Background: an optimization exercise with open tools, aiming at small area, a short achievable clock period and few clock cycles. Do not read the settings as production practice. Only simulation tests tie the RTL to the original design; equivalence was not proved. Power and IR drop assume default switching activity.

[flow/design.v]
module hid_keyval (
    input  wire [7:0] code,
    input  wire       shift,
    output wire [7:0] val
);
wire new_n19, new_n20, new_n21, new_n22, new_n23, new_n24, new_n25,
    new_n26, new_n27, new_n28, new_n29, new_n30, new_n31, new_n32, new_n33,
    new_n34, new_n35, new_n36, new_n37, new_n38, new_n39, new_n40, new_n41,
    new_n42, new_n43, new_n44, new_n45, new_n46, new_n47, new_n48, new_n49,
    new_n50, new_n51, new_n52, new_n53, new_n54, new_n55, new_n56, new_n57,
    new_n58, new_n59, new_n60, new_n61, new_n62, new_n63, new_n64, new_n65,
    new_n66, new_n67, new_n68, new_n69, new_n70, new_n71, new_n73, new_n74,
    new_n75, new_n76, new_n77, new_n78, new_n79, new_n80, new_n81, new_n82,
    new_n83, new_n84, new_n85, new_n86, new_n87, new_n88, new_n89, new_n90,
    new_n91, new_n92, new_n93, new_n94, new_n95, new_n96, new_n97, new_n98,
    new_n99, new_n100, new_n101, new_n102, new_n103, new_n104, new_n106,
    new_n107, new_n108, new_n109, new_n110, new_n111, new_n112, new_n113,
    new_n114, new_n115, new_n116, new_n117, new_n118, new_n119, new_n120,
    new_n121, new_n122, new_n123, new_n124, new_n125, new_n126, new_n127,
    new_n128, new_n129, new_n130, new_n131, new_n132, new_n133, new_n135,
    new_n136, new_n137, new_n138, new_n139, new_n140, new_n141, new_n142,
    new_n143, new_n144, new_n145, new_n146, new_n147, new_n148, new_n149,
    new_n150, new_n151, new_n152, new_n153, new_n154, new_n156, new_n157,
    new_n158, new_n159, new_n160, new_n161, new_n162, new_n163, new_n164,
    new_n165, new_n166, new_n167, new_n168, new_n169, new_n170, new_n171,
    new_n172, new_n173, new_n174, new_n175, new_n176, new_n177, new_n178,
    new_n180, new_n181, new_n182, new_n183, new_n184, new_n185, new_n186,
    new_n187, new_n188, new_n189, new_n190, new_n191, new_n192, new_n193,
    new_n194, new_n195, new_n197, new_n198, new_n199, new_n200, new_n201,
    new_n202, new_n203, new_n204;
  assign new_n19 = code[5] & ~code[6];
  assign new_n20 = ~code[7] & new_n19;
  assign new_n21 = ~code[2] & ~code[4];
  assign new_n22 = ~code[3] & new_n21;
  assign new_n23 = new_n20 & new_n22;
  assign new_n24 = code[2] & code[4];
  assign new_n25 = code[1] & new_n24;
  assign new_n26 = code[3] & new_n25;
  assign new_n27 = ~code[5] & ~code[7];
  assign new_n28 = ~code[6] & new_n27;
  assign new_n29 = ~new_n22 & new_n28;
  assign new_n30 = ~new_n26 & new_n29;
  assign new_n31 = ~new_n23 & ~new_n30;
  assign new_n32 = ~code[0] & ~new_n31;
  assign new_n33 = ~code[3] & new_n20;
  assign new_n34 = ~shift & new_n33;
  assign new_n35 = code[1] & code[4];
  assign new_n36 = code[0] & ~new_n35;
  assign new_n37 = ~new_n25 & ~new_n36;
  assign new_n38 = new_n34 & new_n37;
  assign new_n39 = ~code[0] & code[1];
  assign new_n40 = code[3] & code[4];
  assign new_n41 = code[2] & new_n40;
  assign new_n42 = new_n28 & new_n41;
  assign new_n43 = new_n39 & new_n42;
  assign new_n44 = code[0] & code[1];
  assign new_n45 = ~code[2] & ~new_n44;
  assign new_n46 = code[3] & ~new_n45;
  assign new_n47 = ~code[0] & ~code[1];
  assign new_n48 = ~code[4] & ~new_n47;
  assign new_n49 = new_n20 & new_n48;
  assign new_n50 = new_n46 & new_n49;
  assign new_n51 = ~code[1] & ~code[2];
  assign new_n52 = ~code[0] & new_n51;
  assign new_n53 = code[0] & shift;
  assign new_n54 = code[2] & ~code[4];
  assign new_n55 = code[1] & new_n54;
  assign new_n56 = new_n53 & new_n55;
  assign new_n57 = ~new_n52 & ~new_n56;
  assign new_n58 = new_n20 & ~new_n57;
  assign new_n59 = code[6] & new_n27;
  assign new_n60 = ~code[2] & code[4];
  assign new_n61 = ~code[3] & new_n60;
  assign new_n62 = new_n39 & new_n61;
  assign new_n63 = code[3] & ~code[4];
  assign new_n64 = code[2] & new_n63;
  assign new_n65 = ~new_n39 & new_n64;
  assign new_n66 = ~new_n62 & ~new_n65;
  assign new_n67 = new_n59 & ~new_n66;
  assign new_n68 = ~new_n43 & ~new_n50;
  assign new_n69 = ~new_n38 & new_n68;
  assign new_n70 = ~new_n58 & ~new_n67;
  assign new_n71 = new_n69 & new_n70;
  assign val[0] = new_n32 | ~new_n71;
  assign new_n73 = code[0] & ~code[1];
  assign new_n74 = ~new_n39 & ~new_n73;
  assign new_n75 = new_n30 & ~new_n74;
  assign new_n76 = code[2] & shift;
  assign new_n77 = new_n73 & ~new_n76;
  assign new_n78 = ~code[1] & new_n60;
  assign new_n79 = ~new_n39 & ~new_n55;
  assign new_n80 = ~new_n77 & ~new_n78;
  assign new_n81 = new_n79 & new_n80;
  assign new_n82 = new_n33 & new_n81;
  assign new_n83 = shift & new_n50;
  assign new_n84 = code[3] & new_n20;
  assign new_n85 = new_n52 & new_n84;
  assign new_n86 = code[4] & new_n85;
  assign new_n87 = new_n61 & new_n73;
  assign new_n88 = ~code[2] & new_n39;
  assign new_n89 = new_n63 & new_n88;
  assign new_n90 = ~new_n65 & ~new_n87;
  assign new_n91 = ~new_n89 & new_n90;
  assign new_n92 = new_n59 & ~new_n91;
  assign new_n93 = new_n20 & new_n61;
  assign new_n94 = code[1] & new_n93;
  assign new_n95 = new_n20 & new_n64;
  assign new_n96 = new_n44 & new_n95;
  assign new_n97 = ~shift & new_n44;
  assign new_n98 = new_n42 & new_n97;
  assign new_n99 = ~new_n94 & ~new_n96;
  assign new_n100 = ~new_n98 & new_n99;
  assign new_n101 = ~new_n75 & ~new_n82;
  assign new_n102 = ~new_n83 & ~new_n86;
  assign new_n103 = new_n101 & new_n102;
  assign new_n104 = ~new_n92 & new_n100;
  assign val[1] = ~new_n103 | ~new_n104;
  assign new_n106 = new_n47 & new_n59;
  assign new_n107 = new_n61 & new_n106;
  assign new_n108 = ~shift & new_n39;
  assign new_n109 = ~new_n73 & ~new_n108;
  assign new_n110 = new_n95 & ~new_n109;
  assign new_n111 = new_n23 & ~new_n47;
  assign new_n112 = new_n24 & new_n53;
  assign new_n113 = new_n47 & new_n54;
  assign new_n114 = ~new_n25 & ~new_n112;
  assign new_n115 = ~new_n113 & new_n114;
  assign new_n116 = new_n33 & ~new_n115;
  assign new_n117 = ~code[2] & new_n44;
  assign new_n118 = code[2] & ~new_n44;
  assign new_n119 = ~new_n117 & ~new_n118;
  assign new_n120 = new_n30 & new_n119;
  assign new_n121 = ~code[0] & new_n24;
  assign new_n122 = new_n34 & new_n121;
  assign new_n123 = new_n64 & new_n106;
  assign new_n124 = code[1] & ~shift;
  assign new_n125 = ~new_n44 & ~new_n124;
  assign new_n126 = new_n93 & new_n125;
  assign new_n127 = ~new_n123 & ~new_n126;
  assign new_n128 = ~new_n85 & ~new_n107;
  assign new_n129 = ~new_n110 & ~new_n111;
  assign new_n130 = new_n128 & new_n129;
  assign new_n131 = ~new_n116 & ~new_n120;
  assign new_n132 = ~new_n122 & new_n127;
  assign new_n133 = new_n131 & new_n132;
  assign val[2] = ~new_n130 | ~new_n133;
  assign new_n135 = new_n40 & ~new_n47;
  assign new_n136 = new_n20 & ~new_n135;
  assign new_n137 = new_n21 & new_n73;
  assign new_n138 = code[4] & shift;
  assign new_n139 = new_n88 & ~new_n138;
  assign new_n140 = ~code[1] & ~shift;
  assign new_n141 = ~new_n47 & ~new_n140;
  assign new_n142 = code[2] & ~new_n48;
  assign new_n143 = ~new_n141 & new_n142;
  assign new_n144 = ~new_n51 & ~new_n97;
  assign new_n145 = ~code[3] & ~code[4];
  assign new_n146 = ~new_n144 & new_n145;
  assign new_n147 = new_n136 & ~new_n137;
  assign new_n148 = ~new_n139 & new_n147;
  assign new_n149 = ~new_n143 & ~new_n146;
  assign new_n150 = new_n148 & new_n149;
  assign new_n151 = ~code[3] & new_n45;
  assign new_n152 = ~new_n46 & ~new_n151;
  assign new_n153 = new_n30 & ~new_n152;
  assign new_n154 = ~new_n123 & ~new_n153;
  assign val[3] = new_n150 | ~new_n154;
  assign new_n156 = code[1] & code[3];
  assign new_n157 = new_n76 & new_n156;
  assign new_n158 = code[4] & new_n28;
  assign new_n159 = ~new_n157 & new_n158;
  assign new_n160 = ~new_n151 & new_n159;
  assign new_n161 = new_n53 & new_n95;
  assign new_n162 = new_n52 & new_n138;
  assign new_n163 = new_n54 & new_n124;
  assign new_n164 = ~new_n162 & ~new_n163;
  assign new_n165 = new_n20 & ~new_n164;
  assign new_n166 = ~new_n44 & new_n61;
  assign new_n167 = new_n64 & new_n74;
  assign new_n168 = ~new_n166 & ~new_n167;
  assign new_n169 = new_n59 & ~new_n168;
  assign new_n170 = ~shift & ~new_n24;
  assign new_n171 = ~new_n35 & new_n170;
  assign new_n172 = ~new_n47 & new_n138;
  assign new_n173 = ~new_n117 & ~new_n172;
  assign new_n174 = ~new_n171 & new_n173;
  assign new_n175 = new_n33 & ~new_n174;
  assign new_n176 = ~new_n160 & ~new_n161;
  assign new_n177 = ~new_n165 & ~new_n169;
  assign new_n178 = ~new_n175 & new_n177;
  assign val[4] = ~new_n176 | ~new_n178;
  assign new_n180 = shift & new_n73;
  assign new_n181 = ~new_n24 & ~new_n97;
  assign new_n182 = ~new_n180 & new_n181;
  assign new_n183 = code[3] & ~new_n182;
  assign new_n184 = shift & new_n44;
  assign new_n185 = ~code[3] & ~new_n184;
  assign new_n186 = new_n21 & ~new_n185;
  assign new_n187 = new_n61 & new_n140;
  assign new_n188 = new_n136 & ~new_n187;
  assign new_n189 = ~new_n186 & new_n188;
  assign new_n190 = ~new_n183 & new_n189;
  assign new_n191 = ~shift & new_n30;
  assign new_n192 = new_n42 & new_n124;
  assign new_n193 = ~new_n43 & ~new_n123;
  assign new_n194 = ~new_n192 & new_n193;
  assign new_n195 = ~new_n191 & new_n194;
  assign val[5] = new_n190 | ~new_n195;
  assign new_n197 = code[4] & new_n73;
  assign new_n198 = new_n33 & new_n197;
  assign new_n199 = ~new_n23 & ~new_n42;
  assign new_n200 = new_n184 & ~new_n199;
  assign new_n201 = ~new_n30 & ~new_n96;
  assign new_n202 = ~new_n161 & ~new_n198;
  assign new_n203 = new_n201 & new_n202;
  assign new_n204 = new_n127 & ~new_n200;
  assign val[6] = ~new_n203 | ~new_n204;
  assign val[7] = 1'b0;
endmodule
module hid_rx (
    input  wire        clk,
    input  wire        rst,
    input  wire        in_valid,
    output wire        in_ready,
    input  wire [1:0]  in_class,      
    input  wire [7:0]  in_len,
    input  wire [63:0] in_data,       
    input  wire        hs_we,
    input  wire [2:0]  hs_id,
    input  wire        hs_en,
    output reg         res_valid,
    output reg  [7:0]  res_code,
    output reg  [47:0] res_data,
    output reg         ev_valid,
    input  wire        ev_ready,
    output reg  [2:0]  ev_id,
    output reg         ev_t,
    output reg         ev_deliver,
    output reg  [7:0]  kbd_lastkey,
    output reg         kbd_pressed,
    output reg  [15:0] ptr_x,
    output reg  [15:0] ptr_y,
    output reg         ptr_primary,
    output reg  [9:0]  btn_prev,
    output reg  [2:0]  drop_flags     
);
    localparam [1:0] CLS_NONE = 2'd0, CLS_KBD = 2'd1, CLS_PTR = 2'd2, CLS_GEN = 2'd3;
    localparam [7:0] R_OK    = 8'h00;
    localparam [7:0] D_SHORT = 8'h10;
    localparam [7:0] D_STATE = 8'h11;
    localparam [7:0] D_KEY   = 8'h15;
    reg  rdy;
    assign in_ready = rdy;
    wire accept = in_valid & rdy;
    wire [7:0] b0 = in_data[7:0];
    wire       shift = b0[1] | b0[5];
    wire [7:0] kcode [0:5];
    wire [7:0] kval  [0:5];
    wire [5:0] krec;          
    wire [5:0] knz;           
    genvar k;
    generate
        for (k = 0; k < 6; k = k + 1) begin : g_key
            assign kcode[k] = in_data[8*(k+2) +: 8];
            hid_keyval u_kv (.code(kcode[k]), .shift(shift), .val(kval[k]));
            assign krec[k] = hid_keyrec(kcode[k]);
            assign knz[k]  = (kcode[k] != 8'd0);
        end
    endgenerate
    wire [5:0] ksel = {krec[5],
                       krec[4] & ~krec[5],
                       krec[3] & ~|krec[5:4],
                       krec[2] & ~|krec[5:3],
                       krec[1] & ~|krec[5:2],
                       krec[0] & ~|krec[5:1]};
    function hid_keyrec;
        input [7:0] c;
        begin
            case (c[6:3])
                4'h0:    hid_keyrec = c[2];
                4'h1, 4'h2, 4'h3, 4'h4, 4'h6: hid_keyrec = 1'b1;
                4'h5:    hid_keyrec = (c[2:0] == 3'd0) | c[2] | (c[1] & c[0]);
                4'h7:    hid_keyrec = c[2:0] == 3'd0;
                4'h9:    hid_keyrec = c[2:0] == 3'd2 || c[2:0] == 3'd4 || c[2:0] == 3'd5 || c[2:0] == 3'd7;
                4'hA:    hid_keyrec = ~c[2] & ~(c[1] & c[0]);
                default: hid_keyrec = 1'b0;
            endcase
            hid_keyrec = hid_keyrec & ~c[7];
        end
    endfunction
    wire in_short = (in_class == CLS_KBD) ? (in_len[7:3] == 5'd0) :
                    (in_class == CLS_PTR) ? ((in_len[7:2] == 6'd0) && (in_len[1:0] != 2'd3)) :
                                            (in_len[7:2] == 6'd0);
    reg         r_v;
    reg  [1:0]  r_cls;
    reg         r_short;
    reg         r_b0;        
    reg  [7:0]  r_b1;
    reg  [7:0]  r_b2;
    reg  [3:0]  r_b3;        
    reg  [47:0] r_kv;        
    reg  [5:0]  r_sel;
    reg  [2:0]  r_unrec;     
    reg         r_c0z;
    always @(posedge clk) begin
        r_cls   <= in_class;
        r_short <= in_short;
        r_b0    <= b0[0];
        r_b1    <= in_data[15:8];
        r_b2    <= in_data[23:16];
        r_b3    <= in_data[31:28];
        r_kv    <= {kval[5], kval[4], kval[3], kval[2], kval[1], kval[0]};
        r_sel   <= ksel;
        r_unrec <= {|(knz[5:4] & ~krec[5:4]), |(knz[3:2] & ~krec[3:2]), |(knz[1:0] & ~krec[1:0])};
        r_c0z   <= ~knz[0];
        if (rst) begin
            r_v    <= 1'b0;
        end else begin
            r_v    <= accept;
        end
    end
    wire is_kbd = r_v && (r_cls == CLS_KBD) && !r_short;
    wire is_ptr = r_v && (r_cls == CLS_PTR) && !r_short;
    wire is_gen = r_v && (r_cls == CLS_GEN) && !r_short;
    wire [9:0] gbits   = {r_b3[3], r_b3[0], r_b3[1], r_b3[2], r_b2[5:0]};
    wire       r_any   = |r_sel;
    wire       unrec   = |r_unrec;
    wire [7:0] in_bits = {in_data[28], in_data[29], in_data[30], in_data[21:16]};
    wire [7:0] in_prev = is_gen ? gbits[7:0] : btn_prev[7:0];
    wire [7:0] in_chg  = in_bits ^ in_prev;
    wire       in_push = accept && (in_class == CLS_GEN) && (in_len[7:2] != 6'd0) &&
                         (in_chg != 8'd0);
    reg [7:0] klast;
    integer j;
    always @(*) begin
        klast = 8'd0;
        for (j = 0; j < 6; j = j + 1)
            klast = klast | (r_kv[8*j +: 8] & {8{r_sel[j]}});
    end
    wire [8:0] px_lo, py_lo;
    hid_add8 u_ax (.a(ptr_x[7:0]), .b(r_b1), .s(px_lo));
    hid_add8 u_ay (.a(ptr_y[7:0]), .b(r_b2), .s(py_lo));
    wire [7:0] px_inc, px_dec, py_inc, py_dec;
    hid_step8 u_sx (.a(ptr_x[15:8]), .inc(px_inc), .dec(px_dec));
    hid_step8 u_sy (.a(ptr_y[15:8]), .inc(py_inc), .dec(py_dec));
    wire [7:0] px_hi1 = r_b1[7] ? ptr_x[15:8] : px_inc;
    wire [7:0] px_hi0 = r_b1[7] ? px_dec : ptr_x[15:8];
    wire [7:0] py_hi1 = r_b2[7] ? ptr_y[15:8] : py_inc;
    wire [7:0] py_hi0 = r_b2[7] ? py_dec : ptr_y[15:8];
    wire [7:0] px_hi = px_lo[8] ? px_hi1 : px_hi0;
    wire [7:0] py_hi = py_lo[8] ? py_hi1 : py_hi0;
    always @(posedge clk) begin
        res_code <= (r_cls == CLS_NONE)  ? D_STATE :
                    r_short              ? D_SHORT :
                    (is_kbd && unrec)  ? D_KEY : R_OK;
        res_data <= r_short                ? 48'd0 :
                    (r_cls == CLS_KBD)     ? r_kv :
                    (r_cls == CLS_PTR)     ? {15'd0, r_b0, {8{r_b2[7]}}, r_b2, {8{r_b1[7]}}, r_b1} :
                    (r_cls == CLS_GEN)     ? {38'd0, gbits} : 48'd0;
    end
    reg [7:0] handlers;
    always @(posedge clk) begin
        if (rst) begin
            handlers    <= 8'd0;
            res_valid   <= 1'b0;
            kbd_lastkey <= 8'd0;
            kbd_pressed <= 1'b0;
            ptr_x       <= 16'd0;
            ptr_y       <= 16'd0;
            ptr_primary <= 1'b0;
            btn_prev    <= 10'd0;
            drop_flags  <= 3'd0;
        end else begin
            if (hs_we)
                handlers[hs_id] <= hs_en;
            res_valid <= r_v;
            if (r_v && r_cls == CLS_NONE)
                drop_flags[1] <= 1'b1;
            if (r_v && r_cls != CLS_NONE && r_short)
                drop_flags[0] <= 1'b1;
            if (is_kbd) begin
                kbd_lastkey <= klast | (kbd_lastkey & {8{~r_any}});
                if (r_c0z)
                    kbd_pressed <= 1'b0;
                else if (r_any)
                    kbd_pressed <= 1'b1;
                if (unrec)
                    drop_flags[2] <= 1'b1;
            end
            if (is_ptr) begin
                ptr_x       <= {px_hi, px_lo[7:0]};
                ptr_y       <= {py_hi, py_lo[7:0]};
                ptr_primary <= r_b0;
            end
            if (is_gen)
                btn_prev <= gbits;
        end
    end
    reg  [7:0] q_mask [0:2];
    reg  [7:0] q_dlv  [0:2];
    reg  [2:0] q_v;
    reg  [2:0] q_hd;          
    reg  [2:0] q_tl;
    reg  [7:0] w_mask, w_dlv;
    reg        w_v;
    reg        w_last;
    reg  [7:0] ev_btn;
    wire [7:0] w_low  = w_mask & ~{w_mask[6:0] | {w_mask[5:0], 1'b0} | {w_mask[4:0], 2'b0} |
                                   {w_mask[3:0], 3'b0} | {w_mask[2:0], 4'b0} | {w_mask[1:0], 5'b0} |
                                   {w_mask[0], 6'b0}, 1'b0};
    wire [7:0] w_rest = w_mask & ~w_low;
    wire [2:0] w_id   = {|w_low[7:4], |{w_low[7:6], w_low[3:2]},
                         |{w_low[7], w_low[5], w_low[3], w_low[1]}};
    wire load   = !ev_valid || ev_ready;
    wire w_take = !w_v || (load && w_last);      
    wire h_v    = |(q_hd & q_v);
    wire pop    = w_take && h_v;
    wire [7:0] h_mask = ({8{q_hd[0]}} & q_mask[0]) | ({8{q_hd[1]}} & q_mask[1]) |
                        ({8{q_hd[2]}} & q_mask[2]);
    wire [7:0] h_dlv  = ({8{q_hd[0]}} & q_dlv[0]) | ({8{q_hd[1]}} & q_dlv[1]) |
                        ({8{q_hd[2]}} & q_dlv[2]);
    wire [2:0] q_v_n = (q_v & ~({3{pop}} & q_hd)) | ({3{in_push}} & q_tl);
    function one8;
        input [7:0] m;
        integer b;
        reg seen, two;
        begin
            seen = 1'b0; two = 1'b0;
            for (b = 0; b < 8; b = b + 1) begin
                two  = two | (seen & m[b]);
                seen = seen | m[b];
            end
            one8 = seen & ~two;
        end
    endfunction
    wire w_two = one8(w_rest);
    always @(posedge clk) begin
        if (rst) begin
            q_v        <= 3'd0;
            q_hd       <= 3'b001;
            q_tl       <= 3'b001;
            w_v        <= 1'b0;
            rdy        <= 1'b0;
            ev_btn     <= 8'd0;
            ev_valid   <= 1'b0;
            ev_id      <= 3'd0;
            ev_t       <= 1'b0;
            ev_deliver <= 1'b0;
        end else begin
            q_v <= q_v_n;
            if (in_push) q_tl <= {q_tl[1:0], q_tl[2]};
            if (pop)  q_hd <= {q_hd[1:0], q_hd[2]};
            rdy <= !(&q_v_n);
            if (w_take)
                w_v <= h_v;
            if (load) begin
                ev_valid <= w_v;
                if (w_v) begin
                    ev_id      <= w_id;
                    ev_t       <= ~|(w_low & ev_btn);
                    ev_deliver <= |(w_low & w_dlv);
                    ev_btn     <= ev_btn ^ w_low;
                end
            end
        end
    end
    integer e;
    always @(posedge clk) begin
        if (w_take) begin
            w_mask <= h_mask;
            w_dlv  <= h_dlv;
            w_last <= one8(h_mask);
        end else if (load) begin
            w_mask <= w_rest;
            w_last <= w_two;
        end
        for (e = 0; e < 3; e = e + 1) begin
            if (q_tl[e] && !q_v[e]) begin
                q_mask[e] <= in_chg;
                q_dlv[e]  <= handlers;
            end
        end
    end
endmodule
module hid_add8 (
    input  wire [7:0] a,
    input  wire [7:0] b,
    output wire [8:0] s
);
    wire [7:0] g = a & b;
    wire [7:0] p = a ^ b;
    wire g10 = g[1] | (p[1] & g[0]);
    wire g32 = g[3] | (p[3] & g[2]);
    wire p32 = p[3] & p[2];
    wire g54 = g[5] | (p[5] & g[4]);
    wire g76 = g[7] | (p[7] & g[6]);
    wire p76 = p[7] & p[6];
    wire g30 = g32 | (p32 & g10);
    wire g20 = g[2] | (p[2] & g10);
    wire g64 = g[6] | (p[6] & g54);
    wire p54 = p[5] & p[4];
    wire g74 = g76 | (p76 & g54);
    wire p74 = p76 & p54;
    wire p64 = p[6] & p54;
    wire [8:0] c;
    assign c[0] = 1'b0;
    assign c[1] = g[0];
    assign c[2] = g10;
    assign c[3] = g20;
    assign c[4] = g30;
    assign c[5] = g[4] | (p[4] & g30);
    assign c[6] = g54 | (p54 & g30);
    assign c[7] = g64 | (p64 & g30);
    assign c[8] = g74 | (p74 & g30);
    assign s = {c[8], p ^ c[7:0]};
endmodule
module hid_step8 (
    input  wire [7:0] a,
    output wire [7:0] inc,
    output wire [7:0] dec
);
    genvar i;
    generate
        for (i = 0; i < 8; i = i + 1) begin : g_b
            if (i == 0) begin : g_0
                assign inc[0] = ~a[0];
                assign dec[0] = ~a[0];
            end else begin : g_n
                assign inc[i] = a[i] ^ (&a[i-1:0]);
                assign dec[i] = a[i] ^ ~(|a[i-1:0]);
            end
        end
    endgenerate
endmodule
[flow/flow/run.sh]
#!/bin/bash
# The standard layout, with plain buf_1 cells as the port buffers
# (the resizer sizes them up where timing needs it).
set -euo pipefail
export BUFFER_PORTS_ARGS="-buffer_cell sky130_fd_sc_hd__buf_1"
bash standard.sh > standard_flow.log 2>&1
[flow/standard.sh]
#!/bin/bash
# synth_recipe.tcl (not shown) runs the flow's synth.tcl, then flattens the netlist and writes it again
# the make line also repeats each setting of config.mk as NAME=value (left out here)
make -C /OpenROAD-flow-scripts/flow DESIGN_CONFIG=/design/flow/config.mk WORK_HOME=/design/flow/orfs CLKGATE_MAP_FILE= SYNTH_SCRIPT=/design/flow/synth_recipe.tcl "${@:-finish}"
[flow/config.mk]
export PLATFORM = sky130hd
export DESIGN_NAME = hid_rx
export DESIGN_NICKNAME = hid_rx
export VERILOG_FILES = /design/flow/design.v
export SDC_FILE = /design/flow/constraint.sdc
export NUM_CORES = 4
export LEC_CHECK = 0
export ABC_AREA = 1
export CAP_MARGIN = 20
export CORE_MARGIN = 2
export CORE_UTILIZATION = 55
export SETUP_SLACK_MARGIN = 2.2
export SLEW_MARGIN = 20
export TNS_END_PERCENT = 20
[flow/constraint.sdc]
create_clock -name core_clock -period 4.5 [get_ports {clk}]
set_input_delay 0.9000 -clock core_clock [delete_from_list [all_inputs] [get_ports {clk}]]
set_output_delay 0.9000 -clock core_clock [all_outputs]
set_load 0.01 [all_outputs]
==> results of run 1 <==
[critical path: stages]
cell	delay, ns
buf_1	0.55
nor2_1	0.20
nand2_1	0.14
inv_1	0.07
nor3_1	0.49
inv_1	0.21
o2111ai_1	0.22
[per-layer routing]
| layer | up-vias | wire, um | GRT usage |
|---|---|---|---|
| li1 | 7509 | - | - |
| met1 | 7216 | 18800 | 0.385 |
| met2 | 911 | 21500 | 0.512 |
| met3 | 182 | 4230 | 0.0407 |
| met4 | 0 | 2130 | 0.140 |
| met5 | - | 0 | 0 |
[sequential cells by signal, indices dropped and copies added (netlist names), 8 cells and up]
signal	cells
handlers	8
ptr_x	16
r_kv	42
ev_btn	8
q_dlv	24
kbd_lastkey	8
ptr_y	16
q_mask	24
res_data	45
w_dlv	8
r_b1	8
w_mask	8
btn_prev	10
r_b2	8
[layout make-up]
type                    count  area [um2]
repair buffers            216         932
inverters                 284        1080
clock buffers              34         774
clock inverters            19         214
multi-input cells        1496        8030
fillers                  2481       10000
well taps                 378         473
flip-flops and latches    279        6250
[worst min path at each step]
stage | start | endpoint | slack (ns)
final | r_c0z | kbd_pressed | 0.41
after CTS | r_c0z | kbd_pressed | 0.41
after global placement | r_c0z | kbd_pressed | 0.41
after detailed placement | r_c0z | kbd_pressed | 0.40
after floorplan | r_c0z | kbd_pressed | 0.39
after global routing | r_c0z | kbd_pressed | 0.43
[Yosys cell counts (all sizes together), types with 4 or more instances]
cell | number | area, um2
inv | 278 | 1050
nand3 | 123 | 616
o21ai | 158 | 791
nand2 | 431 | 1650
clkbuf | 53 | 199
a21oi | 122 | 622
buf | 27 | 156
nand4 | 35 | 219
xnor2 | 4 | 35.0
nor4 | 12 | 75.1
edfxtp | 65 | 1950
nor2 | 283 | 1090
or2 | 4 | 25.0
o41ai | 9 | 78.8
clkinv | 6 | 22.5
ha | 79 | 988
o221ai | 6 | 52.6
a22o | 7 | 61.3
fa | 6 | 120
a221oi | 16 | 140
o31ai | 8 | 60.1
xor2 | 4 | 35.0
a31oi | 23 | 144
a211oi | 12 | 90.1
o22ai | 21 | 131
a311oi | 4 | 35.0
o211ai | 8 | 60.1
dfxtp | 214 | 4280
a21o | 4 | 30.0
o2111ai | 23 | 201
nor3 | 64 | 320
[where the power goes]
part / switching [W] / internal [W]
logic: 0.000530 / 0.000235
clock network: 0.000990 / 0.00146
registers: 0.0000892 / 0.00269
[per-stage QoR]
stage,area [um2],total power (W)
2_1_floorplan,15500,0.00330
5_1_grt,17800,0.00623
4_1_cts,17500,0.00599
3_3_place_gp,16400,0.00355
6_report,17800,0.00599
3_5_place_dp,16400,0.00355
[cells by family (layout without fill, tap and decap cells)]
family / Yosys count / after routing
other cells: 1 / 7
buf+inv: 364 / 553
compound gates: 438 / 438
fa+ha+maj: 85 / 85
flops: 279 / 279
simple gates: 955 / 958
xor+xnor: 8 / 8
[what timing repair did]
item	in CTS	in global routing
buffers inserted	2	15
hold endpoints to repair	0	0
gates resized for setup	11	57
gates cloned	1	2
pin swaps	2	9
endpoints found under the setup margin	39	53
==> metrics.yaml, run 1 <==
crit_required_ns: 4.96
cp-start-kind: "primary input"
die_y_um: 172
die-area_um2: 29500
post-place-cells: 2633
numCtsBuffers: 29
grt_max_degree: 54
io_pins: 202
synth_mux_area_frac: 0
cts_hold_buf: 0
drt-pass1-iter-count: 6
rsz0062_at_grt: "yes"
synth.distinct_cells: 57
fin_nets: 2474
cp_max_fo: 15
ys.flop_type: "dfxtp_1"
period_needed_ns: 2.33
mostFrequentLayoutCells: "414 x nand2_1, 275 x nor2_1, 264 x inv_1, 208 x dfxtp_1, 176 x buf_1"
dp_hpwl_um: 34100
cts.sinks: 279
synth_compound_area_frac: 0.171
grt_first_pass_wirelength_um: 71900
maxSlewHeadroom: 0.408
cts_tree: "built"
coreArea_um2: 27800
cp-startpoint: "in_data[51]"
clock_path_buffers: 3
start_util: 0.558
worst_setup_path_end_kind: "flip-flop"
layout_commonest_cell: "nand2_1"
rows: 61
ys_warn_count: 5
clk_pin_slew_worst_paths_ns: 0.06
routed_wl_um: 46700
via_count: 15818
track_usage: 0.303
power.density_nw_per_um2: 338
drive_gt1_frac: 0.0679
yosys.area_share.simple: 0.259
clock_latency_ns: 0.55
max_freq_mhz: 429
slew_viol_final: 0
critPathKind: "primary input to flip-flop"
worstRegToRegCells: 14
gp_congestion: 1.05
finalSetupTns_ns: 0
synth_adder_area_share: 0.0715
crit_end: "r_kv[37]"
grt_pass1_vias: 14351
synth_area_um2: 15500
synth_seq_cells: 279
setup_ws_ns: 2.17
gr-total-overflow: 0
synthXorXnorAreaFrac: 0.00452
reg2reg_slack_ns: 2.26
cp.arrival_ns: 2.79
synth-async-reset-ratio: 0
die_x_um: 172
synth.avg_cell_area_um2: 7.28
hp-class: "flip-flop to flip-flop"
peakVddDrop_mv: 0.282
p_leak_nw: 7.79
setup_viol: 0
cts_root_buffer: "clkbuf_16"
port_buffers: 189
outcome: "finished clean"
antenna_found_initial: 0
skew_ns: 0.0274
avgRoutedWirePerCell_um: 17.2
r2r_start: "ptr_x[0]"
hold_depth: 1
synthToLayoutAreaGrowth_pct: 14.5
drc_errors: 0
diodes: 0
r2r_end: "ptr_x[13]"
hold_violations: 0
pre_cts_slack_ns: 1.40
syn-instance-count: 2130
viasPerCell: 5.85
final_util: 0.639
h-tree-depth: 1
ys_seq_area_frac: 0.402
timing.final.crit_share: 0.518
tightest_slew_ns: 0.886
cap_violations: 0
drtIter0Drc: 1361
synth_edf_count: 65
hold_ws_ns: 0.407
antenna_left: 0
fin_cells: 2706
synth_top_family_by_area: "simple AND/OR/NAND/NOR gates"
Testbench counts, summed over its fixed seeds: cycles 16,185.
==> inputs of run 2 (changes only) <==
--- a/flow/config.mk
+++ b/flow/config.mk
@@ -5,10 +5,9 @@
 export SDC_FILE = /design/flow/constraint.sdc
 export NUM_CORES = 4
 export LEC_CHECK = 0
-export ABC_AREA = 1
 export CAP_MARGIN = 20
 export CORE_MARGIN = 2
 export CORE_UTILIZATION = 55
-export SETUP_SLACK_MARGIN = 2.2
+export SETUP_SLACK_MARGIN = 2.3
 export SLEW_MARGIN = 20
 export TNS_END_PERCENT = 20
==> metrics.yaml, run 2 <==
grt_first_pass_wirelength_um: 72200  # was 71900 um
antenna_found_initial: 1  # was 0
critical_path_buf_inv_count: 1  # was 3
cp_max_fo: 5  # was 15
synth.distinct_cells: 77  # was 57
hold_ws_ns: 0.420  # was 0.407 ns
drc_errors: 0  # unchanged
layout_commonest_cell: "dfxtp_1"  # was nand2_1
hold_violations: 0  # unchanged
max_freq_mhz: 415  # was 429 MHz
synth_top_family_by_area: "compound AO/OA/AOI/OAI gates"  # was simple AND/OR/NAND/NOR gates
synth_compound_area_frac: 0.222  # was 0.171
io_pins: 202  # unchanged
routed_wl_um: 46700  # about the same
die_y_um: 171  # was 172 um
cts_tree: "built"  # unchanged
setup_ws_ns: 2.09  # was 2.17 ns
yosys.area_share.simple: 0.198  # was 0.259
drtIter0Drc: 1629  # was 1361
cp.arrival_ns: 2.90  # was 2.79 ns
regMostFlops: "res_data"  # unchanged
hp-class: "primary input to flip-flop"  # was flip-flop to flip-flop
synthToLayoutAreaGrowth_pct: 18.7  # was 14.5%
numCtsBuffers: 29  # unchanged
gr-total-overflow: 0  # unchanged
crit_slowest_cell: "dfxtp_4"  # was buf_1
r2r_start: "r_b2[0]"  # was ptr_x[0]
grt_max_degree: 47  # was 54
period_needed_ns: 2.41  # was 2.33 ns
drt-pass1-iter-count: 7  # was 6
h-tree-depth: 1  # unchanged
pre_cts_slack_ns: 1.13  # was 1.40 ns
cp-startpoint: "r_b2[0]"  # was in_data[51]
synth_top_area_share: 0.278  # was 0.276
finalSetupTns_ns: 0  # unchanged
diodes: 0  # unchanged
clock_latency_ns: 0.57  # was 0.55 ns
tightest_slew_ns: 0.916  # was 0.886 ns
max_stage_delay_ns: 0.36  # was 0.55 ns
timing.final.crit_share: 0.536  # was 0.518
synthXorXnorAreaFrac: 0.0251  # was 0.00452
hold_depth: 1  # unchanged
ys_warn_count: 5  # unchanged
rows: 61  # unchanged
p_leak_nw: 7.07  # was 7.79 nW
peakVddDrop_mv: 0.272  # was 0.282 mV
coreArea_um2: 27600  # was 27800 um2
whs_endpoint: "r_b1[0]"  # was kbd_pressed
r2r_end: "ptr_y[14]"  # was ptr_x[13]
crit_required_ns: 4.99  # was 4.96 ns
grt_pass1_vias: 13450  # was 14351
largest_reg_flops: 45  # unchanged
track_usage: 0.308  # was 0.303
yosys-top-cells-count: "214 x dfxtp_1, 195 x nand2_1, 191 x nor2_1"  # was 420 x nand2_1, 277 x nor2_1, 273 x inv_1
crit_chain: "ha_4 -> inv_2 -> fa_2 -> nor2b_2 -> o2111a_1 -> o31a_4 -> nor4_4 -> mux2i_1 -> or3_1 -> a21oi_1"  # was buf_1 -> nor2_1 -> nand2_1 -> inv_1 -> nor3_1 -> inv_1 -> o2111ai_1
syn-instance-count: 1824  # was 2130
fillCellCount: 2303  # was 2481
dp_hpwl_um: 33100  # was 34100 um
synth_edf_count: 65  # unchanged
cts_root_buffer: "clkbuf_16"  # unchanged
mostFrequentLayoutCells: "196 x dfxtp_1, 193 x nand2_1, 187 x nor2_1, 166 x buf_1, 132 x a21oi_1"  # was 414 x nand2_1, 275 x nor2_1, 264 x inv_1, 208 x dfxtp_1, 176 x buf_1
antenna_left: 0  # unchanged
rsz0062_at_grt: "yes"  # unchanged
via_count: 14776  # was 15818
synth.avg_cell_area_um2: 8.43  # was 7.28 um2
power.density_nw_per_um2: 343  # was 338 nW/um2
die-area_um2: 29300  # was 29500 um2
outcome: "finished clean"  # unchanged
cap_violations: 0  # unchanged
die_x_um: 171  # was 172 um
ys.flop_type: "dfxtp_1"  # unchanged
worstRegToRegCells: 10  # was 14
critPathKind: "flip-flop to flip-flop"  # was primary input to flip-flop
start_util: 0.557  # was 0.558
dpl_cell_area_um2: 16500  # was 16400 um2
cp-start-kind: "flip-flop"  # was primary input
synth_adder_area_share: 0.0740  # was 0.0715
ys_seq_area_frac: 0.405  # was 0.402
gp_congestion: 0.980  # was 1.05
synth.area.top_cells: "dfxtp_1 28%, edfxtp_1 13%, ha_1 6.4%"  # was dfxtp_1 28%, edfxtp_1 13%, nand2_1 10%
slew_viol_final: 0  # unchanged
crit_family: "compound AO/OA/AOI/OAI gates"  # was buffers and inverters
synth_seq_cells: 279  # unchanged
fin_area_um2: 18300  # was 17800 um2
synth-async-reset-ratio: 0  # unchanged
cts_hold_buf: 0  # unchanged
skew_ns: 0.0193  # was 0.0274 ns
worst_setup_path_end_kind: "flip-flop"  # unchanged
min-delay-start: "in_data[8]"  # was r_c0z
viasPerCell: 6.23  # was 5.85
setup_viol: 0  # unchanged
drive_gt1_frac: 0.132  # was 0.0679
largest_registers: "res_data x45, r_kv x42"  # unchanged
synth_most_common_cell: "dfxtp_1"  # was nand2_1
synth_area_leader_cell: "dfxtp_1"  # unchanged
cts.sinks: 279  # unchanged
clock_path_buffers: 3  # unchanged
port_buffers: 189  # unchanged
synth_area_um2: 15400  # was 15500 um2
avgRoutedWirePerCell_um: 19.7  # was 17.2 um
synth_mux_area_frac: 0.0202  # was 0
maxSlewHeadroom: 0.381  # was 0.408
clk_pin_slew_worst_paths_ns: 0.06  # about the same
fin_nets: 2137  # was 2474
reg2reg_slack_ns: 2.09  # was 2.26 ns
==> run 2: timing repair <==
action / 4_1_cts / 5_1_grt
resized for setup: 84 / 51
hold endpoints to repair: 0 / 0
buffers inserted: 18 / 13
gates cloned: 0 / 1
pin swaps: 21 / 21
setup endpoints to repair: 82 / 86
==> run 2: worst max-delay path by stage <==
stage	endpoint	slack [ns]	cells after the start
final	ptr_y[14]	2.09	10
after floorplan	r_sel[0]	2.00	11
after CTS	ptr_y[15]	2.11	10
after global placement	r_sel[0]	1.19	8
after global routing	w_last	2.00	7
after detailed placement	r_sel[0]	1.13	8
==> run 2: final cells by class <==
| type | count | area [um2] | share of cell area |
|---|---|---|---|
| repair buffers | 245 | 1200 | 0.0656 |
| clock buffers | 42 | 847 | 0.0464 |
| clock inverters | 12 | 208 | 0.0114 |
| multi-input cells | 1338 | 8940 | 0.490 |
| flip-flops and latches | 279 | 6280 | 0.344 |
| inverters | 76 | 315 | 0.0173 |
| well taps | 378 | 473 | 0.0259 |
==> run 2: layer usage <==
layer / wire, um / track usage
met2: 22400 / 0.531
met5: 0 / 0
met3: 3380 / 0.0290
met1: 18900 / 0.401
met4: 1990 / 0.116
==> run 2: cells by family after synthesis <==
kind of cell	Yosys count
AOI/OAI and AO/OA	513
other	1
adders and majority gates	88
buffers and inverters	214
xor gates and xnor gates	44
DFF	279
muxes	30
and+or+nand+nor	655
==> run 2: where the power goes <==
group | leakage [nW] | total (W) | switching, W | internal (W)
Combinational | 4.16 | 0.000872 | 0.000550 | 0.000322
Clock | 0.521 | 0.00259 | 0.000992 | 0.00160
Sequential | 2.40 | 0.00280 | 0.000112 | 0.00269
==> run 2: stage by stage <==
stage | power, W | util | instances
floorplan | 0.00337 | - | 1830
detailed placement | 0.00363 | 0.596 | 2284
global placement | 0.00362 | 0.596 | 2284
finish | 0.00626 | 0.661 | 2370
CTS | 0.00625 | 0.649 | 2356
global route | 0.00648 | 0.661 | 2370
==> inputs of run 3 (changes only) <==
--- a/flow/config.mk
+++ b/flow/config.mk
@@ -5,6 +5,7 @@
 export SDC_FILE = /design/flow/constraint.sdc
 export NUM_CORES = 4
 export LEC_CHECK = 0
+export ABC_AREA = 1
 export CAP_MARGIN = 20
 export CORE_MARGIN = 2
 export CORE_UTILIZATION = 55
==> metrics.yaml, run 3 <==
routed_wl_um: 47300  # was 46700 um
period_needed_ns: 2.30  # was 2.41 ns
avgRoutedWirePerCell_um: 17.4  # was 19.7 um
largest_reg_flops: 45  # unchanged
cp.arrival_ns: 2.74  # was 2.90 ns
rows: 61  # unchanged
drt-pass1-iter-count: 6  # was 7
cts_root_buffer: "clkbuf_16"  # unchanged
reg2reg_slack_ns: 2.27  # was 2.09 ns
cts.sinks: 279  # unchanged
track_usage: 0.308  # about the same
clock_path_buffers: 3  # unchanged
antenna_found_initial: 0  # was 1
coreArea_um2: 27800  # was 27600 um2
setup_ws_ns: 2.20  # was 2.09 ns
peakVddDrop_mv: 0.329  # was 0.272 mV
synth_top_area_share: 0.276  # was 0.278
slew_viol_final: 0  # unchanged
gr-total-overflow: 0  # unchanged
skew_ns: 0.0194  # was 0.0193 ns
die_y_um: 172  # was 171 um
dpl_cell_area_um2: 16500  # about the same
gp_congestion: 1.06  # was 0.980
dr_wl_met3_um: 4370  # was 3380 um
ys_seq_area_frac: 0.402  # was 0.405
drtIter0Drc: 1495  # was 1629
outcome: "finished clean"  # unchanged
finalSetupTns_ns: 0  # unchanged
numCtsBuffers: 30  # was 29
synth_area_leader_cell: "dfxtp_1"  # unchanged
total_power_w: 0.00618  # was 0.00626 W
cts_tree: "built"  # unchanged
pre_cts_slack_ns: 1.42  # was 1.13 ns
clock_latency_ns: 0.56  # was 0.57 ns
diodes: 0  # unchanged
rsz0062_at_grt: "yes"  # unchanged
p_sw_w: 0.00165  # about the same
fin_nets: 2488  # was 2137
regMostFlops: "res_data"  # unchanged
yosys-top-cells-count: "420 x nand2_1, 277 x nor2_1, 273 x inv_1"  # was 214 x dfxtp_1, 195 x nand2_1, 191 x nor2_1
grt_pass1_vias: 14402  # was 13450
hold_violations: 0  # unchanged
hold_depth: 1  # unchanged
synth.avg_cell_area_um2: 7.28  # was 8.43 um2
min-delay-start: "r_c0z"  # was in_data[8]
antenna_left: 0  # unchanged
cp_max_fo: 9  # was 5
layout_commonest_cell: "nand2_1"  # was dfxtp_1
drive_gt1_frac: 0.0755  # was 0.132
worstRegToRegCells: 12  # was 10
synth_most_common_cell: "nand2_1"  # was dfxtp_1
critPathKind: "primary input to flip-flop"  # was flip-flop to flip-flop
tightest_slew_ns: 0.756  # was 0.916 ns
die-area_um2: 29500  # was 29300 um2
dr_wl_met2_um: 21400  # was 22400 um
via_count: 15829  # was 14776
r2r_end: "ptr_y[7]"  # was ptr_y[14]
synthToLayoutAreaGrowth_pct: 16.3  # was 18.7%
pwr-share-seq: 0.449  # was 0.447
viasPerCell: 5.82  # was 6.23
cp-start-kind: "primary input"  # was flip-flop
drc_errors: 0  # unchanged
power.density_nw_per_um2: 343  # about the same
die_x_um: 172  # was 171 um
ys_warn_count: 5  # unchanged
clk_pin_slew_worst_paths_ns: 0.06  # about the same
setup_viol: 0  # unchanged
ys.flop_type: "dfxtp_1"  # unchanged
hp-class: "flip-flop to flip-flop"  # was primary input to flip-flop
synth-async-reset-ratio: 0  # unchanged
port_buffers: 189  # unchanged
timing.final.crit_share: 0.511  # was 0.536
p_leak_nw: 7.92  # was 7.07 nW
mostFrequentLayoutCells: "413 x nand2_1, 274 x nor2_1, 269 x inv_1, 206 x dfxtp_1, 179 x buf_1"  # was 196 x dfxtp_1, 193 x nand2_1, 187 x nor2_1, 166 x buf_1, 132 x a21oi_1
max_freq_mhz: 435  # was 415 MHz
dp_hpwl_um: 34200  # was 33100 um
swShare: 0.267  # was 0.264
h-tree-depth: 1  # unchanged
wl_met1_um: 19100  # was 18900 um
synth_edf_count: 65  # unchanged
largest_registers: "res_data x45, r_kv x42"  # unchanged
p_int_w: 0.00454  # was 0.00461 W
whs_endpoint: "kbd_pressed"  # was r_b1[0]
crit_required_ns: 4.94  # was 4.99 ns
synth_seq_cells: 279  # unchanged
synth.distinct_cells: 57  # was 77
grt_max_degree: 54  # was 47
synth_area_um2: 15500  # was 15400 um2
cap_violations: 0  # unchanged
maxSlewHeadroom: 0.492  # was 0.381
r2r_start: "r_b2[3]"  # was r_b2[0]
dr.max_layer_used: "met4"  # unchanged
worst_setup_path_end_kind: "flip-flop"  # unchanged
pwr-share-clk: 0.425  # was 0.414
power_frac_comb: 0.126  # was 0.139
syn-instance-count: 2130  # was 1824
start_util: 0.558  # was 0.557
grt_first_pass_wirelength_um: 73300  # was 72200 um
io_pins: 202  # unchanged
fin_area_um2: 18000  # was 18300 um2
synth.area.top_cells: "dfxtp_1 28%, edfxtp_1 13%, nand2_1 10%"  # was dfxtp_1 28%, edfxtp_1 13%, ha_1 6.4%
## run 3: how the worst max path moves through the flow
stage,startpoint,end,slack (ns),depth (start not counted)
2_1_floorplan,in_data[16],r_kv[1],2.21,9
3_3_place_gp,r_short,ptr_x[8],1.46,8
3_5_place_dp,r_short,ptr_x[8],1.42,8
4_1_cts,r_cls[1],rdy,2.26,14
5_1_grt,in_data[41],r_sel[2],2.09,11
6_report,in_data[16],r_sel[0],2.20,9
## run 3: kinds of logic (layout without fill, tap and decap cells)
kind of cell,after synthesis,in the layout,share of synthesized area
flip-flops,279,279,0.402
XOR/XNOR,8,8,0.00452
other,1,7,0.000242
AND/OR/NAND/NOR,955,958,0.259
AO/OA/AOI/OAI,438,440,0.171
adder cells (fa/ha/maj),85,85,0.0715
buffers and inverters,364,567,0.0918
## run 3: final cells by class
cell class	instances	area, um2
multi-input combinational	1498	8120
fill	2466	9750
sequential	279	6250
timing repair buffer	227	1030
tap	378	473
inverter	284	1090
clock buffer	37	838
clock inverter	19	236
## run 3: layer usage
layer,global-route usage,vias to the layer above
li1,-,7566
met2,0.511,910
met4,0.135,0
met3,0.0494,185
met5,0,-
met1,0.399,7168
## run 3: through the flow
step           hold WS [ns]  instances   util
6_report              0.413       2722  0.649
5_1_grt               0.425       2722  0.649
4_1_cts               0.415       2699  0.637
3_5_place_dp          0.408       2635  0.592
3_3_place_gp          0.402       2635  0.592
2_1_floorplan         0.390       2136      -
## run 3: critical path, stage by stage
cell and delay [ns]:
buf_1 0.25, clkinv_1 0.35, ha_1 0.42, nand2_1 0.15, a21oi_1 0.07, o21ai_0 0.17
a31oi_1 0.22, nand3_1 0.14, nor2_1 0.05
## run 3: power by group through the flow
stage	Combinational, W	Clock, W	Sequential, W
after global placement	0.000720	0	0.00283
after floorplan	0.000498	0	0.00280
after global routing	0.000865	0.00277	0.00279
after detailed placement	0.000721	0	0.00283
final	0.000778	0.00263	0.00278
after CTS	0.000734	0.00266	0.00277
## run 3: timing repair
item                       in CTS  in global routing
setup endpoints to repair      46                 86
pin swaps                       6                 13
cloned                          3                  2
hold endpoints to repair        0                  0
hold buffers                    0                  0
gates resized for setup        31                 48
buffers inserted                5                 21
==> inputs of run 4 (changes only) <==
==> flow/flow/run.sh (replaced) <==
#!/bin/bash
# The standard layout, with plain buf_1 cells as the port buffers; after
# global placement the input-port buffers (which drive the decode logic) are
# resized up (flow/inbuf.tcl). The resizer sizes any of them further where
# timing needs it.
set -euo pipefail
export BUFFER_PORTS_ARGS="-buffer_cell sky130_fd_sc_hd__buf_1"
export POST_GLOBAL_PLACE_TCL="$PWD/flow/inbuf.tcl"
bash standard.sh > standard_flow.log 2>&1
==> flow/flow/inbuf.tcl (new file) <==
# Resize the buffers that buffer_ports put on the input ports.
set block [ord::get_db_block]
set n 0
foreach bterm [$block getBTerms] {
  if {[$bterm getIoType] != "INPUT"} { continue }
  set net [$bterm getNet]
  if {$net == "NULL"} { continue }
  foreach iterm [$net getITerms] {
    set inst [$iterm getInst]
    if {[[$inst getMaster] getName] == "sky130_fd_sc_hd__buf_1"} {
      replace_cell [$inst getName] sky130_fd_sc_hd__buf_2
      incr n
    }
  }
}
puts "inbuf.tcl: resized $n input-port buffers to sky130_fd_sc_hd__buf_2"
--- a/flow/config.mk
+++ b/flow/config.mk
@@ -9,6 +9,6 @@
 export CAP_MARGIN = 20
 export CORE_MARGIN = 2
 export CORE_UTILIZATION = 55
-export SETUP_SLACK_MARGIN = 2.3
+export SETUP_SLACK_MARGIN = 2.2
 export SLEW_MARGIN = 20
 export TNS_END_PERCENT = 20
==> metrics.yaml, run 4 <==
viasPerCell: 5.85  # was 5.82
hold_depth: 2  # was 1
clk_pin_slew_worst_paths_ns: 0.06  # about the same
hold_violations: 0  # unchanged
crit_chain: "buf_2 -> inv_1 -> ha_1 -> inv_1 -> a21oi_1 -> o21ai_0 -> nand2_1 -> o2111ai_1 -> o41ai_1 -> o21ai_0"  # was buf_1 -> clkinv_1 -> ha_1 -> nand2_1 -> a21oi_1 -> o21ai_0 -> a31oi_1 -> nand3_1 -> nor2_1
diodes: 0  # unchanged
fin_area_um2: 17900  # was 18000 um2
cp-start-kind: "primary input"  # unchanged
ys.flop_type: "dfxtp_1"  # unchanged
worstRegToRegCells: 8  # was 12
r2r_end: "ptr_x[14]"  # was ptr_y[7]
avgRoutedWirePerCell_um: 17.5  # was 17.4 um
dpl_cell_area_um2: 16500  # about the same
outcome: "finished clean"  # unchanged
whs_endpoint: "res_data[36]"  # was kbd_pressed
crit_slowest_cell: "ha_1"  # unchanged
crit_family: "compound AO/OA/AOI/OAI gates"  # was buffers and inverters
via_count: 15801  # was 15829
antenna_found_initial: 0  # unchanged
crit_required_ns: 4.90  # was 4.94 ns
drtIter0Drc: 1424  # was 1495
reg2reg_slack_ns: 2.24  # was 2.27 ns
cts.sinks: 279  # unchanged
timing.final.crit_share: 0.502  # was 0.511
synth_most_common_cell: "nand2_1"  # unchanged
min-delay-start: "r_kv[36]"  # was r_c0z
cts_root_buffer: "clkbuf_16"  # unchanged
critPathKind: "primary input to flip-flop"  # unchanged
ys_seq_area_frac: 0.402  # unchanged
largest_registers: "res_data x45, r_kv x42"  # unchanged
yosys-top-cells-count: "420 x nand2_1, 277 x nor2_1, 273 x inv_1"  # unchanged
port_buffers: 189  # unchanged
drive_gt1_frac: 0.0900  # was 0.0755
critical_path_buf_inv_count: 3  # was 2
synthToLayoutAreaGrowth_pct: 15.3  # was 16.3%
clock_latency_ns: 0.55  # was 0.56 ns
synth_edf_count: 65  # unchanged
cp.arrival_ns: 2.66  # was 2.74 ns
cts_hold_buf: 0  # unchanged
synth.area.top_cells: "dfxtp_1 28%, edfxtp_1 13%, nand2_1 10%"  # unchanged
max_stage_delay_ns: 0.32  # was 0.42 ns
drt-pass1-iter-count: 5  # was 6
die_x_um: 172  # unchanged
hp-class: "flip-flop to flip-flop"  # unchanged
synth.avg_cell_area_um2: 7.28  # unchanged
die-area_um2: 29500  # unchanged
tightest_slew_ns: 0.893  # was 0.756 ns
r2r_start: "r_b1[7]"  # was r_b2[3]
largest_reg_flops: 45  # unchanged
setup_viol: 0  # unchanged
track_usage: 0.309  # was 0.308
skew_ns: 0.0233  # was 0.0194 ns
period_needed_ns: 2.26  # was 2.30 ns
power.density_nw_per_um2: 340  # was 343 nW/um2
slew_viol_final: 0  # unchanged
drc_errors: 0  # unchanged
io_pins: 202  # unchanged
cts_tree: "built"  # unchanged
routed_wl_um: 47400  # was 47300 um
coreArea_um2: 27800  # unchanged
rsz0062_at_grt: "yes"  # unchanged
synth_area_um2: 15500  # unchanged
finalSetupTns_ns: 0  # unchanged
cap_violations: 0  # unchanged
synth_area_leader_cell: "dfxtp_1"  # unchanged
ys_warn_count: 5  # unchanged
worst_setup_path_end_kind: "flip-flop"  # unchanged
grt_pass1_vias: 14401  # was 14402
start_util: 0.558  # unchanged
grt_max_degree: 54  # unchanged
die_y_um: 172  # unchanged
rows: 61  # unchanged
antenna_left: 0  # unchanged
regMostFlops: "res_data"  # unchanged
grt_first_pass_wirelength_um: 73200  # was 73300 um
synth.distinct_cells: 57  # unchanged
fin_nets: 2470  # was 2488
layout_commonest_cell: "nand2_1"  # unchanged
max_freq_mhz: 443  # was 435 MHz
mostFrequentLayoutCells: "414 x nand2_1, 275 x nor2_1, 270 x inv_1, 208 x dfxtp_1, 149 x o21ai_0"  # was 413 x nand2_1, 274 x nor2_1, 269 x inv_1, 206 x dfxtp_1, 179 x buf_1
dp_hpwl_um: 34200  # about the same
gr-total-overflow: 0  # unchanged
h-tree-depth: 1  # unchanged
peakVddDrop_mv: 0.288  # was 0.329 mV
numCtsBuffers: 28  # was 30
synth_top_area_share: 0.276  # unchanged
cp_max_fo: 11  # was 9
maxSlewHeadroom: 0.404  # was 0.492
synth-async-reset-ratio: 0  # unchanged
clock_path_buffers: 3  # unchanged
synth_seq_cells: 279  # unchanged
p_leak_nw: 8.00  # was 7.92 nW
syn-instance-count: 2130  # unchanged
## run 4: worst reg2reg max path, cell delays in order, from the launching register on
cell     delay [ns]
dfxtp_1        0.42
ha_1           0.34
a21o_1         0.24
a31oi_4        0.31
nand2_8        0.10
a21oi_4        0.31
nand3_1        0.20
o21ai_2        0.18
a21oi_2        0.05
## run 4: cells by family (layout without fill, tap and decap cells)
logic type | after synthesis | in the layout | synth area share
fa+ha+maj | 85 | 85 | 0.0715
simple gates | 955 | 959 | 0.259
compound gates | 438 | 439 | 0.171
xor+xnor | 8 | 8 | 0.00452
buf+inv | 364 | 546 | 0.0918
flops | 279 | 279 | 0.402
other cells | 1 | 7 | 0.000242
## run 4: cell type report
| cell class | instances | area, um2 |
|---|---|---|
| well taps | 378 | 473 |
| clock inverters | 18 | 248 |
| multi-input cells | 1498 | 8080 |
| clock buffers | 33 | 751 |
| repair buffers | 211 | 987 |
| inverters | 284 | 1080 |
| fillers | 2447 | 9910 |
| flip-flops and latches | 279 | 6250 |
## run 4: metal layers
metal / global-route usage / routed length (um) / vias up
li1: - / - / 7509
met5: 0 / 0 / -
met1: 0.395 / 19000 / 7223
met4: 0.137 / 2070 / 0
met2: 0.521 / 22100 / 910
met3: 0.0458 / 4270 / 159
## run 4: where the power goes
| group | internal [W] | switching [W] | total [W] |
|---|---|---|---|
| clock network | 0.00153 | 0.000992 | 0.00253 |
| registers | 0.00269 | 0.0000880 | 0.00277 |
| logic | 0.000243 | 0.000535 | 0.000778 |
| total | 0.00446 | 0.00161 | 0.00608 |
## run 4: worst max path at each step
stage                     depth (start not counted)         end         from  slack [ns]
final                                            10  r_unrec[2]  in_data[49]        2.24
after global routing                              8   ptr_x[14]      r_b1[7]        2.14
after CTS                                        13   ptr_y[14]      r_b2[0]        1.93
after detailed placement                          8    ptr_x[8]      r_short        1.35
after global placement                            8    ptr_x[8]      r_short        1.41
after floorplan                                   9     r_kv[1]  in_data[16]        2.17
## run 4: metrics by stage
| stage | setup WS (ns) | hold WS (ns) | power [W] | util | instances |
|---|---|---|---|---|---|
| floorplan | 2.17 | 0.390 | 0.00330 | - | 2136 |
| global placement | 1.41 | 0.415 | 0.00355 | 0.592 | 2633 |
| detailed placement | 1.35 | 0.400 | 0.00356 | 0.595 | 2633 |
| CTS | 1.93 | 0.423 | 0.00607 | 0.633 | 2689 |
| global route | 2.14 | 0.431 | 0.00631 | 0.643 | 2701 |
| finish | 2.24 | 0.423 | 0.00608 | 0.643 | 2701 |
## run 4: timing repair
action,in CTS,in global routing
hold endpoints to repair,0,0
gates resized for setup,7,48
buffers inserted,3,9
pin swaps,3,10
cloned,2,3
endpoints found under the setup margin,30,37
==> inputs of run 5 (changes only) <==
--- a/flow/flow/inbuf.tcl
+++ b/flow/flow/inbuf.tcl
@@ -8,9 +8,9 @@
   foreach iterm [$net getITerms] {
     set inst [$iterm getInst]
     if {[[$inst getMaster] getName] == "sky130_fd_sc_hd__buf_1"} {
-      replace_cell [$inst getName] sky130_fd_sc_hd__buf_2
+      replace_cell [$inst getName] sky130_fd_sc_hd__buf_4
       incr n
     }
   }
 }
-puts "inbuf.tcl: resized $n input-port buffers to sky130_fd_sc_hd__buf_2"
+puts "inbuf.tcl: resized $n input-port buffers to sky130_fd_sc_hd__buf_4"
--- a/flow/config.mk
+++ b/flow/config.mk
@@ -9,6 +9,6 @@
 export CAP_MARGIN = 20
 export CORE_MARGIN = 2
 export CORE_UTILIZATION = 55
-export SETUP_SLACK_MARGIN = 2.2
+export SETUP_SLACK_MARGIN = 2.3
 export SLEW_MARGIN = 20
 export TNS_END_PERCENT = 20
==> metrics.yaml, run 5 <==
max_freq_mhz: 443  # about the same
power.density_nw_per_um2: 345  # was 340 nW/um2
mostFrequentLayoutCells: "413 x nand2_1, 275 x nor2_1, 270 x inv_1, 206 x dfxtp_1, 149 x o21ai_0"  # was 414 x nand2_1, 275 x nor2_1, 270 x inv_1, 208 x dfxtp_1, 149 x o21ai_0
synth_mux_area_frac: 0  # unchanged
setup_viol: 0  # unchanged
fin_nets: 2483  # was 2470
die_y_um: 172  # unchanged
regMostFlops: "res_data"  # unchanged
antenna_left: 0  # unchanged
p_leak_nw: 8.17  # was 8.00 nW
ys_seq_area_frac: 0.402  # unchanged
outcome: "finished clean"  # unchanged
timing.final.crit_share: 0.502  # about the same
grt_max_degree: 54  # unchanged
h-tree-depth: 1  # unchanged
cap_violations: 0  # unchanged
syn-instance-count: 2130  # unchanged
critical_path_buf_inv_count: 3  # unchanged
cp-start-kind: "primary input"  # unchanged
fin_cells: 2717  # was 2701
synth.distinct_cells: 57  # unchanged
cp.arrival_ns: 2.67  # was 2.66 ns
port_buffers: 189  # unchanged
antenna_found_initial: 0  # unchanged
coreArea_um2: 27800  # unchanged
max_stage_delay_ns: 0.48  # was 0.32 ns
slew_viol_final: 0  # unchanged
grt_first_pass_wirelength_um: 74400  # was 73200 um
rsz0062_at_grt: "yes"  # unchanged
synth_seq_cells: 279  # unchanged
worstRegToRegCells: 14  # was 8
routed_wl_um: 47800  # was 47400 um
crit_slowest_cell: "a2111oi_0"  # was ha_1
peakVddDrop_mv: 0.276  # was 0.288 mV
synth_area_um2: 15500  # unchanged
post-place-cells: 2635  # was 2633
ys.flop_type: "dfxtp_1"  # unchanged
synthXorXnorAreaFrac: 0.00452  # unchanged
yosys-top-cells-count: "420 x nand2_1, 277 x nor2_1, 273 x inv_1"  # unchanged
synth-async-reset-ratio: 0  # unchanged
clk_pin_slew_worst_paths_ns: 0.06  # about the same
gr-total-overflow: 0  # unchanged
synth.avg_cell_area_um2: 7.28  # unchanged
crit_family: "adder cells"  # was compound AO/OA/AOI/OAI gates
cp_max_fo: 12  # was 11
start_util: 0.558  # unchanged
maxSlewHeadroom: 0.426  # was 0.404
hp-class: "flip-flop to flip-flop"  # unchanged
layout_commonest_cell: "nand2_1"  # unchanged
cts_tree: "built"  # unchanged
avgRoutedWirePerCell_um: 17.6  # was 17.5 um
synth_top_area_share: 0.276  # unchanged
final_util: 0.657  # was 0.643
largest_reg_flops: 45  # unchanged
io_pins: 202  # unchanged
cts.sinks: 279  # unchanged
rows: 61  # unchanged
largest_registers: "res_data x45, r_kv x42"  # unchanged
hold_violations: 0  # unchanged
diodes: 0  # unchanged
track_usage: 0.314  # was 0.309
crit_chain: "buf_4 -> ha_1 -> inv_2 -> ha_1 -> inv_1 -> ha_1 -> nand3_1 -> nor2_1 -> a2111oi_0 -> nand3_1"  # was buf_2 -> inv_1 -> ha_1 -> inv_1 -> a21oi_1 -> o21ai_0 -> nand2_1 -> o2111ai_1 -> o41ai_1 -> o21ai_0
synth_top_family_by_area: "simple AND/OR/NAND/NOR gates"  # unchanged
cts_root_buffer: "clkbuf_16"  # unchanged
drive_gt1_frac: 0.0988  # was 0.0900
synthToLayoutAreaGrowth_pct: 17.7  # was 15.3%
drt-pass1-iter-count: 7  # was 5
clock_path_buffers: 3  # unchanged
hold_depth: 1  # was 2
viasPerCell: 5.87  # was 5.85
via_count: 15938  # was 15801
period_needed_ns: 2.26  # about the same
synth_compound_area_frac: 0.171  # unchanged
die_x_um: 172  # unchanged
crit_required_ns: 4.91  # was 4.90 ns
synth_adder_area_share: 0.0715  # unchanged
skew_ns: 0.0233  # about the same
cts_hold_buf: 0  # unchanged
synth_most_common_cell: "nand2_1"  # unchanged
die-area_um2: 29500  # unchanged
worst_setup_path_end_kind: "flip-flop"  # unchanged
yosys.area_share.simple: 0.259  # unchanged
tightest_slew_ns: 0.859  # was 0.893 ns
path_depth: 10  # unchanged
drtIter0Drc: 1610  # was 1424
drc_errors: 0  # unchanged
synth_area_leader_cell: "dfxtp_1"  # unchanged
finalSetupTns_ns: 0  # unchanged
critPathMostFrequentCell: "ha_1"
total_power_w: 0.00630  # was 0.00608 W
synth.area.top_cells: "dfxtp_1 28%, edfxtp_1 13%, nand2_1 10%"  # unchanged
ys_warn_count: 5  # unchanged
numCtsBuffers: 30  # was 28
clock_latency_ns: 0.56  # was 0.55 ns
dp_hpwl_um: 34500  # was 34200 um
synth_edf_count: 65  # unchanged
critPathKind: "primary input to flip-flop"  # unchanged
grt_pass1_vias: 14535  # was 14401
[run 5: path summary, 6_finish.rpt]
kind,from,end,slack (ns)
setup / recovery,in_data[17],r_kv[1],2.24
hold / removal,r_c0z,kbd_pressed,0.43
setup reg to reg,ptr_x[0],ptr_x[11],2.30
hold reg to reg,r_c0z,kbd_pressed,0.43
[run 5: power by group]
part / leakage (nW) / total [W] / switching, W / internal, W
Sequential: 2.41 / 0.00278 / 0.0000886 / 0.00269
Clock: 0.537 / 0.00272 / 0.00104 / 0.00168
Combinational: 5.22 / 0.000804 / 0.000537 / 0.000266
[run 5: layer usage]
| metal | vias up | global-route usage | routed length [um] |
|---|---|---|---|
| met4 | 0 | 0.141 | 2350 |
| met3 | 174 | 0.0492 | 4510 |
| met5 | - | 0 | 0 |
| met1 | 7294 | 0.407 | 19200 |
| met2 | 921 | 0.519 | 21800 |
| li1 | 7549 | - | - |
[run 5: kinds of logic after synthesis]
kind of cell	after synthesis
xor+xnor	8
buf+inv	364
flops	279
compound gates	438
other cells	1
fa+ha+maj	85
simple gates	955
[run 5: timing repair]
| item | 4_1_cts | 5_1_grt |
|---|---|---|
| setup buffers | 8 | 14 |
| setup endpoints to repair | 34 | 64 |
| pin swaps | 8 | 9 |
| resized for setup | 25 | 31 |
| cloned | 2 | 2 |
[run 5: layout make-up]
class,instances,area (um2)
Fill cell,2417,9530
Multi-Input combinational cell,1497,8060
Sequential cell,279,6250
Timing Repair Buffer,223,1280
Inverter,284,1070
Clock buffer,35,801
Tap cell,378,473
Clock inverter,21,307
[run 5: metrics by stage]
step / cell area (um2) / worst slack [ns] / hold WS (ns)
2_1_floorplan: 15500 / 2.21 / 0.390
3_3_place_gp: 16500 / 1.46 / 0.402
3_5_place_dp: 16700 / 1.42 / 0.410
4_1_cts: 18000 / 2.28 / 0.419
5_1_grt: 18300 / 2.12 / 0.429
6_report: 18300 / 2.24 / 0.431

[what the ideal ports hide]
Ports are ideal in the flow. The routed layouts listed here were re-timed in OpenROAD.
Step 1 sets driving cells, clkbuf_16 on the clock port and buf_2 on the other inputs (assumed; they add their load-dependent delay and slew).
Step 2, shift: input delay + t, output delay - t, t = (earliest + latest rising clock arrival at the registers) / 2. This alone moves slack from input paths to output paths.
a / b / c = ideal / step 1 / step 2; a / b = the first two.
| run | t (ns) | slack for setup (ns) | worst setup path after step 2 | worst register clock-pin slew, ns | pins driven straight from the clock port |
|---|---|---|---|---|---|
| run 1 | 0.580 | 2.170 / 2.190 / 1.610 | input to register | 0.07 / 0.07 | 1 |
| run 2 | 0.609 | 2.090 / 2.090 / 1.615 | input to register | 0.06 / 0.06 | 1 |
| run 3 | 0.593 | 2.202 / 2.224 / 1.631 | input to register | 0.07 / 0.07 | 1 |
| run 4 | 0.587 | 2.242 / 2.243 / 1.684 | input to register | 0.07 / 0.07 | 1 |
| run 5 | 0.595 | 2.242 / 2.257 / 1.662 | input to register | 0.07 / 0.07 | 1 |
After both steps every run listed still meets setup and hold. The setup slack of run 5, which loses most, moves by +0.015 ns with the drivers and by -0.580 ns with both steps.
